What follows belongs to an exercise in optimizing a design on an open flow for small area, a short achievable clock period and few clock cycles; a production flow would make more cautious choices.
Function was checked by simulation only, so behaviour that the tests miss may differ from the original.
Power and IR drop assume default switching activity.

[flow/run.sh]
#!/bin/bash
# synth_recipe.tcl (not shown) runs the flow's synth.tcl, then flattens the netlist and writes it again
# the make line also repeats each setting of config.mk as NAME=value (left out here)
make -C /OpenROAD-flow-scripts/flow DESIGN_CONFIG=/design/flow/config.mk WORK_HOME=/design/flow/orfs CLKGATE_MAP_FILE= SYNTH_SCRIPT=/design/flow/synth_recipe.tcl finish
[flow/config.mk]
export PLATFORM = sky130hd
export DESIGN_NAME = ambi_core
export DESIGN_NICKNAME = ambi_core
export VERILOG_FILES = /design/flow/design.v
export SDC_FILE = /design/flow/constraint.sdc
export NUM_CORES = 8
export LEC_CHECK = 0
export CAP_MARGIN = 20
export CORE_MARGIN = 2
export CORE_UTILIZATION = 40
export SETUP_SLACK_MARGIN = 2
export SLEW_MARGIN = 20
[flow/constraint.sdc]
create_clock -name core_clock -period 70.0 [get_ports {clk}]
set_input_delay 14.0000 -clock core_clock [delete_from_list [all_inputs] [get_ports {clk}]]
set_output_delay 14.0000 -clock core_clock [all_outputs]
set_load 0.01 [all_outputs]
[flow/design.v]
module ambi_rsh26 (
    input  wire [25:0] v,
    input  wire [7:0]  n,
    output reg  [25:0] y,
    output reg         st
);
    always @(*) begin
        y  = v;
        st = 1'b0;
        if (n[0]) begin st = st | y[0];      y = y >> 1;  end
        if (n[1]) begin st = st | |y[1:0];   y = y >> 2;  end
        if (n[2]) begin st = st | |y[3:0];   y = y >> 4;  end
        if (n[3]) begin st = st | |y[7:0];   y = y >> 8;  end
        if (n[4]) begin st = st | |y[15:0];  y = y >> 16; end
        if (n[7:5] != 3'd0) begin st = st | |y; y = 26'd0; end
    end
endmodule
module ambi_add_a (
    input  wire [31:0] a,
    input  wire [31:0] b,
    output wire        sx,         
    output wire        sz,         
    output wire [7:0]  ex,         
    output wire [27:0] s           
);
    wire        a_big = a[30:0] >= b[30:0];
    wire [31:0] x = a_big ? a : b;
    wire [31:0] z = a_big ? b : a;
    wire        xn = x[30:23] != 8'd0;
    wire        zn = z[30:23] != 8'd0;
    assign ex  = {x[30:24], x[23] | ~xn};
    wire [7:0]  ez  = {z[30:24], z[23] | ~zn};
    assign sx  = x[31];
    assign sz  = z[31];
    wire        sub = x[31] ^ z[31];
    wire [25:0] za;
    wire        zst;
    ambi_rsh26 u_rsh (.v({zn, z[22:0], 2'b00}), .n(ex - ez), .y(za), .st(zst));
    wire [28:0] xw = {1'b0, xn, x[22:0], 3'b000, 1'b1};
    wire [28:0] zw = {1'b0, za, zst, sub} ^ {{28{sub}}, 1'b0};
    wire [28:0] sum = xw + zw;
    assign s = sum[28:1];
endmodule
module ambi_add_b (
    input  wire        sx,
    input  wire        sz,
    input  wire [7:0]  ex,
    input  wire [27:0] s,
    output reg  [31:0] y
);
    wire [7:0]  em1 = ex - 8'd1;
    wire [26:0] mark = (em1 < 8'd27) ? (27'h4000000 >> em1) : 27'd0;
    wire [26:0] sv = s[26:0] | mark;
    reg  [4:0]  lz;
    integer i;
    always @(*) begin
        lz = 5'd0;
        for (i = 0; i < 27; i = i + 1)
            if (sv[i]) lz = 5'd26 - i[4:0];
    end
    reg [26:0] q;
    reg [7:0]  e;
    reg        inc;
    reg [30:0] mag;
    always @(*) begin
        if (s[27]) begin
            q = {s[27:2], s[1] | s[0]};
            e = ex + 8'd1;
        end else begin
            q = s[26:0] << lz;
            e = ex - {3'd0, lz};
        end
        inc = q[2] & (q[1] | q[0] | q[3]);
        mag = {(q[26] ? e : 8'd0), q[25:3]} + {30'd0, inc};
        if (s == 28'd0)
            y = {sx & sz, 31'd0};
        else
            y = {sx, mag};
    end
endmodule
module ambi_b2f (
    input  wire [7:0]  s,
    output wire [31:0] y
);
    reg [2:0] n;
    reg [7:0] m;
    always @(*) begin
        n = s[7] ? 3'd7 : s[6] ? 3'd6 : s[5] ? 3'd5 : s[4] ? 3'd4 :
            s[3] ? 3'd3 : s[2] ? 3'd2 : s[1] ? 3'd1 : 3'd0;
        m = s << (3'd7 - n);
    end
    assign y = (s == 8'd0) ? 32'd0 : {1'b0, 8'd127 + {5'd0, n}, m[6:0], 16'd0};
endmodule
module ambi_sub_b (
    input  wire        sx,
    input  wire [7:0]  ex,
    input  wire [27:0] s,
    output wire        dz,         
    output wire        ds,         
    output reg  [9:0]  de,         
    output reg  [22:0] df          
);
    assign dz = s == 28'd0;
    assign ds = sx;
    reg [26:0] q;
    reg [9:0]  e;
    reg        inc;
    reg [32:0] r;
    always @(*) begin
        q = s[26:0];
        e = {2'b00, ex};
        if (s[27]) begin
            q = {s[27:2], s[1] | s[0]};
            e = e + 10'd1;
        end else begin
            if (q[26:11] == 16'd0) begin q = q << 16; e = e - 10'd16; end
            if (q[26:19] == 8'd0)  begin q = q << 8;  e = e - 10'd8;  end
            if (q[26:23] == 4'd0)  begin q = q << 4;  e = e - 10'd4;  end
            if (q[26:25] == 2'd0)  begin q = q << 2;  e = e - 10'd2;  end
            if (q[26] == 1'b0)     begin q = q << 1;  e = e - 10'd1;  end
        end
        inc = q[2] & (q[1] | q[0] | q[3]);
        r   = {e, q[25:3]} + {32'd0, inc};
        de  = r[32:23];
        df  = r[22:0];
    end
endmodule
module ambi_mul_a (
    input  wire [31:0] a,
    input  wire        dz,
    input  wire        ds,
    input  wire [9:0]  de,
    input  wire [22:0] df,
    output wire        pz,         
    output wire        ps,         
    output reg  [9:0]  pe,         
    output reg  [24:0] pm,
    output reg         pst
);
    wire        an = a[30:23] != 8'd0;
    reg  [23:0] ma;
    reg  [9:0]  ea;
    always @(*) begin
        ma = {an, a[22:0]};
        ea = an ? {2'b00, a[30:23]} : 10'd1;
        if (ma[23:8] == 16'd0) begin ma = ma << 16; ea = ea - 10'd16; end
        if (ma[23:16] == 8'd0) begin ma = ma << 8;  ea = ea - 10'd8;  end
        if (ma[23:20] == 4'd0) begin ma = ma << 4;  ea = ea - 10'd4;  end
        if (ma[23:22] == 2'd0) begin ma = ma << 2;  ea = ea - 10'd2;  end
        if (ma[23] == 1'b0)    begin ma = ma << 1;  ea = ea - 10'd1;  end
    end
    assign pz = (a[30:0] == 31'd0) | dz;
    assign ps = a[31] ^ ds;
    wire [47:0] p = ma * {1'b1, df};
    always @(*) begin
        pe = ea + de - 10'd126;
        if (p[47]) begin
            pm  = p[47:23];
            pst = |p[22:0];
        end else begin
            pm  = p[46:22];
            pst = |p[21:0];
            pe  = pe - 10'd1;
        end
    end
endmodule
module ambi_mul_b (
    input  wire        pz,
    input  wire        ps,
    input  wire [9:0]  pe,
    input  wire [24:0] pm,
    input  wire        pst,
    output reg  [31:0] y
);
    reg  [9:0]  k;
    reg  [24:0] mv;
    reg         sv;
    reg         inc;
    reg  [31:0] mag;
    always @(*) begin
        k  = 10'd1 - pe;
        mv = pm;
        sv = pst;
        if (pe[9] || pe == 10'd0) begin
            if (k > 10'd25) begin
                sv = 1'b1;
                mv = 25'd0;
            end else begin
                if (k[0]) begin sv = sv | mv[0];     mv = mv >> 1;  end
                if (k[1]) begin sv = sv | |mv[1:0];  mv = mv >> 2;  end
                if (k[2]) begin sv = sv | |mv[3:0];  mv = mv >> 4;  end
                if (k[3]) begin sv = sv | |mv[7:0];  mv = mv >> 8;  end
                if (k[4]) begin sv = sv | |mv[15:0]; mv = mv >> 16; end
            end
        end
        inc = mv[0] & (sv | mv[1]);
        mag = {1'b0, (mv[24] ? pe[7:0] : 8'd0), mv[23:1]} + {31'd0, inc};
        y   = pz ? {ps, 31'd0} : {ps, mag[30:0]};
    end
endmodule
module ambi_i2f (
    input  wire [31:0] v,
    output reg  [31:0] y
);
    wire        sg  = v[31];
    wire [31:0] mag = sg ? (~v + 32'd1) : v;
    reg  [31:0] q;
    reg  [7:0]  e;
    reg         inc;
    reg  [30:0] r;
    always @(*) begin
        q = mag;
        e = 8'd158;
        if (q[31:16] == 16'd0) begin q = q << 16; e = e - 8'd16; end
        if (q[31:24] == 8'd0)  begin q = q << 8;  e = e - 8'd8;  end
        if (q[31:28] == 4'd0)  begin q = q << 4;  e = e - 8'd4;  end
        if (q[31:30] == 2'd0)  begin q = q << 2;  e = e - 8'd2;  end
        if (q[31] == 1'b0)     begin q = q << 1;  e = e - 8'd1;  end
        inc = q[7] & ((|q[6:0]) | q[8]);
        r   = {e, q[30:8]} + {30'd0, inc};
        y   = (mag == 32'd0) ? 32'd0 : {sg, r};
    end
endmodule
module ambi_shape_index (
    input  wire [31:0] t,
    output reg  [7:0]  idx
);
    wire [7:0] e = t[30:23];
    reg  [8:0] v;               
    reg  [8:0] w;
    always @(*) begin
        v = {1'b1, t[22:15]} >> (8'd134 - e);
        w = v + 9'd1;
        if (t[31] || e < 8'd126)
            idx = 8'd0;
        else if (t[30:0] > 31'h437F0000)
            idx = 8'd255;
        else
            idx = w[8:1];
    end
endmodule
module ambi_shape_scale (
    input  wire [7:0]  gv,
    input  wire [31:0] bright,    
    output wire [7:0]  o
);
    wire [7:0]  eb  = (bright[30:23] == 8'd0) ? 8'd1 : bright[30:23];
    wire [23:0] mb  = {bright[30:23] != 8'd0, bright[22:0]};
    wire [31:0] prd = gv * mb;
    wire [7:0]  s1  = 8'd149 - eb;           
    wire [9:0]  v   = (s1 > 8'd32) ? 10'd0 : (prd[31:22] >> (s1 - 8'd22));
    wire [9:0]  w   = v + 10'd1;
    assign o = w[8:1];
endmodule
module ambi_core (
    input  wire        clk,
    input  wire        rst,            
    input  wire        cmd_valid,
    output wire        cmd_ready,
    input  wire [3:0]  cmd_op,
    input  wire [7:0]  cmd_addr,
    input  wire [31:0] cmd_data,
    output wire        out_valid,
    input  wire        out_ready,
    output wire [7:0]  out_data,
    output wire        out_last,
    output reg         rsp_valid,
    output reg  [31:0] rsp_data
);
    localparam NCH = 24;
    localparam [31:0] ALPHA_INIT  = 32'h3F000000;    
    localparam [31:0] BRIGHT_INIT = 32'h3F800000;    
    localparam [31:0] F32_ONE     = 32'h3F800000;
    integer k;
    reg rst_q;
    always @(posedge clk) rst_q <= rst;
    reg  [7:0] lr [0:255];
    reg  [7:0] ph;
    reg        sweep;                   
    wire [7:0] ins_slot  = ph + 8'd1;
    wire [7:0] ins_entry = {ins_slot[0], ins_slot[7:1]};
    reg        rdy_r;
    reg        h_v, q_v;
    reg [3:0]  h_op, q_op;
    reg [7:0]  h_addr, q_addr;
    reg [31:0] h_data, q_data;
    assign cmd_ready = rdy_r;
    wire h_show   = h_op == 4'd0;
    wire h_smooth = h_op == 4'd1;
    wire h_bright = h_op == 4'd2;
    wire h_lut    = h_op == 4'd3;
    wire h_pix    = h_op == 4'd4;
    wire h_new    = h_op == 4'd5;
    wire h_frame  = h_op == 4'd6;
    wire h_clear  = h_op == 4'd7;
    wire h_read   = h_op == 4'd8;
    wire data_ok  = h_data[30:23] != 8'hFF;
    wire h_ch     = h_addr[7:5] == 3'd0 && h_addr[4:0] < NCH;    
    wire h_proc   = h_show | (h_bright & data_ok) | h_pix | h_frame;    
    wire h_xop    = h_proc | h_clear;                                   
    reg        proc_busy;       
    reg [4:0]  pc;              
    reg        smooth_m;        
    reg        xfer_pend;       
    reg        ov_r, ol_r;      
    reg [7:0]  od_r;
    wire frame_rd = proc_busy & smooth_m & (pc < NCH);     
    wire new_hz   = frame_rd & (h_addr[7:5] == 3'd0) & (h_addr[4:0] > pc);
    wire o_free   = !xfer_pend & (!ov_r | ol_r);            
    wire x_idle   = !xfer_pend & !ov_r;
    reg h_can;
    always @(*) begin
        if (sweep)          h_can = 1'b0;
        else if (h_new)     h_can = !new_hz;
        else if (h_lut)     h_can = !proc_busy & (ins_entry == h_addr);
        else if (h_smooth)  h_can = !proc_busy;
        else if (h_read)    h_can = !proc_busy & x_idle;
        else if (h_xop)     h_can = !proc_busy & o_free;
        else                h_can = 1'b1;
    end
    wire h_exec = h_v & h_can;
    wire h_free = !h_v | h_exec;
    wire push   = cmd_valid & rdy_r;
    always @(posedge clk) begin
        if (rdy_r) begin
            q_op   <= cmd_op;
            q_addr <= cmd_addr;
            q_data <= cmd_data;
        end
        if (h_free) begin
            h_op   <= q_v ? q_op   : cmd_op;
            h_addr <= q_v ? q_addr : cmd_addr;
            h_data <= q_v ? q_data : cmd_data;
        end
        if (rst | rst_q | sweep) begin
            h_v   <= 1'b0;
            q_v   <= 1'b0;
            rdy_r <= !rst & !rst_q & (ph == 8'd255);
        end else begin
            h_v   <= h_free ? (q_v | push) : 1'b1;
            q_v   <= h_free ? 1'b0 : (q_v | push);
            rdy_r <= h_free | (!q_v & !push);
        end
    end
    reg [31:0] alpha;
    reg [31:0] bright;
    reg [31:0] data_clamped;
    always @(*) begin
        if (h_data[31] && h_data[30:0] != 31'd0)
            data_clamped = 32'd0;
        else if (!h_data[31] && h_data[30:0] > F32_ONE[30:0])
            data_clamped = F32_ONE;
        else
            data_clamped = h_data;
    end
    always @(posedge clk) begin
        if (rst_q) begin
            alpha  <= ALPHA_INIT;
            bright <= BRIGHT_INIT;
        end else if (h_exec & data_ok) begin
            if (h_smooth) alpha  <= data_clamped;
            if (h_bright) bright <= data_clamped;
        end
    end
    reg [31:0] tm [0:NCH-1];      
    reg [7:0]  om [0:NCH-1];      
    reg [7:0]  sm [0:NCH-1];      
    wire [4:0]  t_ridx = proc_busy ? pc : h_addr[4:0];
    reg  [31:0] t_rd;
    reg  [7:0]  s_rd;
    always @(*) begin
        t_rd = 32'd0;
        s_rd = 8'd0;
        for (k = 0; k < NCH; k = k + 1) begin
            t_rd = t_rd | ({32{t_ridx == k}} & tm[k]);
            s_rd = s_rd | ({8{pc == k}} & sm[k]);
        end
    end
    reg  [4:0]  xptr;
    wire [4:0]  o_ridx = x_idle ? h_addr[4:0] : xptr;
    reg  [7:0]  o_rd;
    always @(*) begin
        o_rd = 8'd0;
        for (k = 0; k < NCH; k = k + 1)
            o_rd = o_rd | ({8{o_ridx == k}} & om[k]);
    end
    always @(posedge clk) begin
        if (rst_q)
            proc_busy <= 1'b0;
        else if (h_exec & h_proc) begin
            proc_busy <= 1'b1;
            pc        <= 5'd0;
            smooth_m  <= h_frame;
        end else if (proc_busy) begin
            pc <= pc + 5'd1;
            if (pc == NCH + 5)
                proc_busy <= 1'b0;
        end
    end
    wire [31:0] sf;
    ambi_b2f u_b2f (.s(s_rd), .y(sf));
    wire        a_sx, a_sz;
    wire [7:0]  a_ex;
    wire [27:0] a_s;
    ambi_add_a u_suba (.a(sf), .b({~t_rd[31], t_rd[30:0]}), .sx(a_sx), .sz(a_sz), .ex(a_ex), .s(a_s));
    reg         rb_sx;
    reg [7:0]   rb_ex;
    reg [27:0]  rb_s;
    reg [31:0]  rb_t;
    always @(posedge clk) begin
        rb_sx <= a_sx;
        rb_ex <= a_ex;
        rb_s  <= a_s;
        rb_t  <= t_rd;
    end
    wire        b_dz, b_ds;
    wire [9:0]  b_de;
    wire [22:0] b_df;
    ambi_sub_b u_subb (.sx(rb_sx), .ex(rb_ex), .s(rb_s), .dz(b_dz), .ds(b_ds), .de(b_de), .df(b_df));
    reg         rc_dz, rc_ds;
    reg [9:0]   rc_de;
    reg [22:0]  rc_df;
    reg [31:0]  rc_t;
    always @(posedge clk) begin
        rc_dz <= b_dz;
        rc_ds <= b_ds;
        rc_de <= b_de;
        rc_df <= b_df;
        rc_t  <= rb_t;
    end
    wire        c_pz, c_ps, c_pst;
    wire [9:0]  c_pe;
    wire [24:0] c_pm;
    ambi_mul_a u_mula (.a(alpha), .dz(rc_dz), .ds(rc_ds), .de(rc_de), .df(rc_df),
                       .pz(c_pz), .ps(c_ps), .pe(c_pe), .pm(c_pm), .pst(c_pst));
    reg         rd_pz, rd_ps, rd_pst;
    reg [9:0]   rd_pe;
    reg [24:0]  rd_pm;
    reg [31:0]  rd_t;
    always @(posedge clk) begin
        rd_pz  <= c_pz;
        rd_ps  <= c_ps;
        rd_pst <= c_pst;
        rd_pe  <= c_pe;
        rd_pm  <= c_pm;
        rd_t   <= rc_t;
    end
    wire [31:0] d_p;
    ambi_mul_b u_mulb (.pz(rd_pz), .ps(rd_ps), .pe(rd_pe), .pm(rd_pm), .pst(rd_pst), .y(d_p));
    reg [31:0]  re_p, re_t;
    always @(posedge clk) begin
        re_p <= smooth_m ? d_p : 32'h80000000;
        re_t <= rd_t;
    end
    wire        e_sx, e_sz;
    wire [7:0]  e_ex;
    wire [27:0] e_s;
    ambi_add_a u_adda (.a(re_t), .b(re_p), .sx(e_sx), .sz(e_sz), .ex(e_ex), .s(e_s));
    reg         rf_sx, rf_sz;
    reg [7:0]   rf_ex;
    reg [27:0]  rf_s;
    always @(posedge clk) begin
        rf_sx <= e_sx;
        rf_sz <= e_sz;
        rf_ex <= e_ex;
        rf_s  <= e_s;
    end
    wire [31:0] t_new;
    ambi_add_b u_addb (.sx(rf_sx), .sz(rf_sz), .ex(rf_ex), .s(rf_s), .y(t_new));
    wire [7:0] sh_idx;
    ambi_shape_index u_idx (.t(t_new), .idx(sh_idx));
    reg [7:0] rg_pos;               
    always @(posedge clk)
        rg_pos <= ins_slot - {sh_idx[6:0], sh_idx[7]};
    reg [7:0] l_rd;
    always @(*) begin
        l_rd = 8'd0;
        for (k = 0; k < 256; k = k + 1)
            l_rd = l_rd | ({8{rg_pos == k}} & lr[k]);
    end
    wire [7:0] shaped;
    ambi_shape_scale u_scale (.gv(l_rd), .bright(bright), .o(shaped));
    wire [31:0] pix_f;
    ambi_i2f u_pix (.v(h_data), .y(pix_f));
    wire        t_clr   = rst_q | (h_exec & h_clear);
    wire        t_wpix  = h_exec & h_pix & h_ch;
    wire [4:0]  t_widx  = t_wpix ? h_addr[4:0] : pc - 5'd5;
    wire        t_wen   = t_wpix | (proc_busy & smooth_m);
    wire [31:0] t_wd    = t_clr ? 32'd0 : (t_wpix ? pix_f : t_new);
    wire [4:0]  o_widx  = pc - 5'd6;
    wire        o_wen   = proc_busy;
    wire [7:0]  o_wd    = t_clr ? 8'd0 : shaped;
    wire        s_wen   = h_exec & h_new & h_ch;
    wire [7:0]  s_wd    = rst_q ? 8'd0 : h_data[7:0];
    genvar g;
    generate
        for (g = 0; g < NCH; g = g + 1) begin : g_ch
            always @(posedge clk) begin
                if (t_clr | (t_wen & (t_widx == g)))
                    tm[g] <= t_wd;
                if (t_clr | (o_wen & (o_widx == g)))
                    om[g] <= o_wd;
                if (rst_q | (s_wen & (h_addr[4:0] == g)))
                    sm[g] <= s_wd;
            end
        end
    endgenerate
    wire       l_wen   = h_exec & h_lut;
    wire [7:0] ins_val = sweep ? ins_entry : h_data[7:0];
    always @(posedge clk) begin
        if (rst_q) begin
            ph    <= 8'd0;
            sweep <= 1'b1;
        end else begin
            ph <= ph + 8'd1;
            if (ph == 8'd255)
                sweep <= 1'b0;
        end
        lr[0] <= (sweep | l_wen) ? ins_val : lr[255];
        for (k = 1; k < 256; k = k + 1)
            lr[k] <= lr[k-1];
    end
    reg [2:0]  gcnt;            
    assign out_valid = ov_r;
    assign out_data  = od_r;
    assign out_last  = ol_r;
    wire o0_ok = !proc_busy | (pc > 5'd6);         
    wire start = xfer_pend & !ov_r & (gcnt == 3'd0) & o0_ok;
    wire adv   = ov_r & out_ready;
    always @(posedge clk) begin
        if (rst | rst_q)
            ov_r <= 1'b0;
        else if (start)
            ov_r <= 1'b1;
        else if (adv & ol_r)
            ov_r <= 1'b0;
        if (start | (adv & !ol_r)) begin
            od_r <= o_rd;
            ol_r <= xptr == NCH - 1;
        end
        if (rst_q) begin
            xfer_pend <= 1'b0;
            xptr      <= 5'd0;
            gcnt      <= 3'd0;
        end else begin
            if (h_exec & h_xop)
                xfer_pend <= 1'b1;
            else if (start)
                xfer_pend <= 1'b0;
            if (adv & ol_r)
                xptr <= 5'd0;
            else if (start | adv)
                xptr <= xptr + 5'd1;
            if (adv & ol_r)
                gcnt <= 3'd7;
            else if (gcnt != 3'd0)
                gcnt <= gcnt - 3'd1;
        end
    end
    always @(posedge clk) begin
        if (rst | rst_q)
            rsp_valid <= 1'b0;
        else
            rsp_valid <= h_exec & h_read;
        if (h_exec & h_read) begin
            if (h_addr[7:5] == 3'd0)
                rsp_data <= t_rd;
            else if (h_addr[7:5] == 3'd1)
                rsp_data <= {24'd0, o_rd};
            else if (h_addr == 8'd64)
                rsp_data <= alpha;
            else if (h_addr == 8'd65)
                rsp_data <= bright;
            else
                rsp_data <= 32'd0;
        end
    end
endmodule
==> qor.yml <==
status:
  status: "no timing/DRC/antenna violations"
sta:
  timing.hold.ws_ns: 0.301
  relSlewSlack_pct: 4.22
  post-route-period-util_pct: 23.7
  post-route-min-period_ns: 16.61
  rsz0062_at_grt: "no"
  final_hold_viol_count: 0
  setup_viol: 0
  worst-slew-pin-transition_ns: 1.43
  fin_tns_setup_ns: 0
  max_freq_ghz: 0.0602
  finClkSkew_ns: 0.121
  maxSlewViolCount: 0
global_route:
  antenna_found_initial: 82
  grt_pass1_wl_um: 995000
  grt_use_total_pct: 33.0
  grt_overflow_total: 0
  grt_pass1_vias: 126000
  grt_start_max_net_pins: 75
cts:
  cts_resized: 0
  clkTransAtPathRegs_ns: 0.06
  tritoncts: "built"
  cts_buffers: 374
  cts_buffer_depth: 4
  postCtsSetupBuffers: 0
  clock_sinks: 3740
  clk_latency_ns: 1.03
  htreeDepth: 5
  clock-root-buffer: "clkbuf_16"
  hold_buffers: 0
worst_setup_path:
  reg2reg_depth: 51
  crit_required_ns: 56.00
  cp-start-kind: "flop"
  rrSetupSlack_ns: 54.78
  setup.worst_path.end_class: "output pin"
  crit_fanout: 46
  rr_endpoint: "rd_pe[9]$_DFF_P_"
  cp.arrival_ns: 2.61
  worstSetupPathType: "flop to output pin"
  reg2reg_from: "alpha[18]$_SDFFE_PP0P_"
yosys:
  avgSynthCellArea_sq_um: 11.1
  netlist_instances: 15000
  synth_edf_count: 1287
  netlist_area_sq_mm: 0.167
  synthFlopType: "dfxtp_1"
  synthMuxAreaShare_pct: 3.60
  ys_async_sr_fraction_pct: 0
  yosysSeqAreaShare_pct: 52.4
  synth_seq_cells: 3740
  yosysWarningCount: 13
  syn_nets: 16100
  synth_top_family_by_area: "compound AO/OA/AOI/OAI gates"
  synthAdderAreaFrac_pct: 10.4
  synth-xor-area-share_pct: 2.01
  synth_compound_area_share_pct: 15.4
  synthDistinctLibCells: 121
  synth_simple_gate_area_share_pct: 12.0
die:
  rows: 237
  die_y_um: 651
  coreArea_sq_mm: 0.417
  die_x_um: 651
  pin_count: 92
  start_util_pct: 40.2
  fp.dieArea_sq_mm: 0.424
min_path:
  hold_path_end: "rd_t[27]$_DFF_P_"
  hold_start: "rc_t[27]$_DFF_P_"
  min_path_cells: 0
  hold_class: "flop to flop"
pwr:
  seq_power_share_pct: 35.9
  vdd_drop_max_mv: 0.0432
  powerDensity_mw_per_mm2: 40.9
  p_switching_w: 0.00306
  intPower_w: 0.00472
  total_leakage_power_nw: 72.0
  sw_frac_of_total_pct: 39.4
  comb_power_share_pct: 37.5
  clkPwrFrac_pct: 26.6
route:
  wl_per_cell_um: 34.4
  ant_nets: 0
  finalWirelength_um: 725000
  via_per_inst: 6.42
  drt_iter0_drc: 21500
  drc: 0
  vias: 135000
  firstDrtPassIters: 10
placed_design:
  gp_congestion: 1.07
  place_hpwl_um: 505000
  io_buffer_count: 91
layout:
  fillCellCount: 38200
  fin_nets: 16300
  drive_gt1_share_pct: 11.4
  area_delta_synth_final_pct: 13.7
job:
  maxCapViolCount: 0
==> power groups by stage <==
stage	clock (W)	combinational [W]	sequential (W)
detailed placement	0	0.00280	0.00284
finish	0.00207	0.00292	0.00280
CTS	0.00207	0.00281	0.00279
global placement	0	0.00279	0.00283
floorplan	0	0.00185	0.00275
global route	0.00215	0.00309	0.00282
==> worst max path at each step <==
stage                              from                end  depth (start not counted)
after floorplan           rdy_r$_DFF_P_          cmd_ready                          0
after global placement        out_ready  od_r[0]$_DFFE_PP_                          3
after detailed placement      out_ready  od_r[0]$_DFFE_PP_                          3
after CTS                 rdy_r$_DFF_P_          cmd_ready                          2
after global routing      rdy_r$_DFF_P_          cmd_ready                          2
final                     rdy_r$_DFF_P_          cmd_ready                          2
==> kinds of logic after synthesis <==
kind of cell | Yosys count
AO/OA/AOI/OAI | 3561
adder cells (fa/ha/maj) | 1022
AND/OR/NAND/NOR | 3984
flip-flops | 3740
buffers and inverters | 1819
multiplexers | 519
XOR/XNOR | 383
==> state kept, by name, summed over array words and instances, names as in the netlist, 192 cells and up <==
| name | flops |
|---|---|
| lr | 2048 |
| om | 192 |
| sm | 192 |
| tm | 768 |
==> final cells by class <==
| cell class | count | area (sq um) | area share [%] |
|---|---|---|---|
| sequential | 3740 | 87800 | 46.1 |
| multi-input combinational | 9469 | 74000 | 38.9 |
| antenna | 99 | 248 | 0.130 |
| tap | 5497 | 6880 | 3.61 |
| clock inverter | 169 | 1990 | 1.04 |
| timing repair buffer | 655 | 5240 | 2.75 |
| inverter | 948 | 3560 | 1.87 |
| clock buffer | 508 | 10600 | 5.56 |
==> metrics by stage <==
step / util (%) / power (W) / instances / setup slack (ns) / cell area, sq um
final: 45.7 / 0.00778 / 21100 / 53.39 / 190000
after detailed placement: 42.6 / 0.00563 / 20300 / 53.90 / 177000
after global placement: 42.5 / 0.00562 / 20300 / 53.90 / 177000
after floorplan: - / 0.00460 / 15000 / 54.69 / 167000
after CTS: 45.6 / 0.00767 / 21000 / 53.34 / 190000
after global routing: 45.6 / 0.00806 / 21000 / 53.33 / 190000
==> cells in the final DEF (no fill, tap or decap), types with 383 or more instances in the layout <==
| master | n |
|---|---|
| ha_1 | 406 |
| fa_1 | 616 |
| nand2_1 | 1126 |
| inv_1 | 937 |
| a21oi_1 | 488 |
| nor2_1 | 757 |
| dfxtp_1 | 2439 |
| o21ai_0 | 476 |
| and2_1 | 383 |
| a22oi_1 | 705 |
| buf_4 | 556 |
| edfxtp_1 | 1287 |
==> layer usage <==
layer | wire (um) | part of all wire (%) | global-route usage [%]
met5 | 417 | 0.058 | 0.0679
met4 | 52500 | 7.2 | 19.0
met3 | 96100 | 13 | 11.1
met2 | 294000 | 40 | 46.5
met1 | 283000 | 39 | 43.9
==> Yosys cell counts, drive strengths merged (51+ instances only) <==
cell / number / share of area [%]
a22oi: 717 / 3.2
nand4: 190 / 0.72
edfxtp: 1287 / 23
nor4: 154 / 0.61
a32oi: 182 / 0.95
a221oi: 167 / 0.89
mux2i: 313 / 1.9
a31oi: 73 / 0.27
a222oi: 113 / 0.68
mux2: 155 / 1.0
nor2b: 91 / 0.34
nand2: 1127 / 2.5
xnor2: 281 / 1.5
nand2b: 76 / 0.28
o21ai: 543 / 1.6
mux4: 51 / 0.69
a32o: 64 / 0.38
o22ai: 193 / 0.73
a211oi: 92 / 0.43
ha: 406 / 3.0
and2: 385 / 1.4
inv: 942 / 2.1
nor3: 239 / 0.73
dfxtp: 2453 / 29
nand3: 352 / 1.1
xor2: 102 / 0.54
clkbuf: 691 / 1.6
nor2: 843 / 1.9
and3: 81 / 0.30
buf: 180 / 0.46
fa: 616 / 7.4
o211ai: 88 / 0.40
or3: 80 / 0.30
a22o: 200 / 1.0
a21o: 115 / 0.52
a21oi: 501 / 1.5
==> critical path, stage by stage, from the launching register on <==
cell and delay [ns]:
dfxtp_2 0.31, buf_4 0.58, clkdlybuf4s50_1 0.67
Testbench counts, summed over its fixed seeds: cycles 4,304.

[what the ideal ports hide]
No port has a modelled driver above. Below, the same layout with a new extraction and two added sets of constraints.
Step 1 (the two cells are an assumption about what drives the block):
set clk [get_ports {clk}]
set_driving_cell -lib_cell sky130_fd_sc_hd__clkbuf_16 $clk
set_driving_cell -lib_cell sky130_fd_sc_hd__buf_2 [delete_from_list [all_inputs] $clk]
Step 2, shift: input delay + t, output delay - t, t = (earliest + latest rising clock arrival at the registers) / 2. This alone moves slack from input paths to output paths.
a / b / c = no drivers / after step 1 / after step 2; a / b = the first two.
t (ns): 1.069
setup WS [ns]: 53.388 / 53.282 / 53.782
worst setup path after step 2: input to register
slew at the worst register clock pin (ns): 0.07 / 0.07
After both steps setup and hold are still met in this run. The setup slack of this run moves by -0.106 ns with the drivers and by +0.394 ns with both steps.
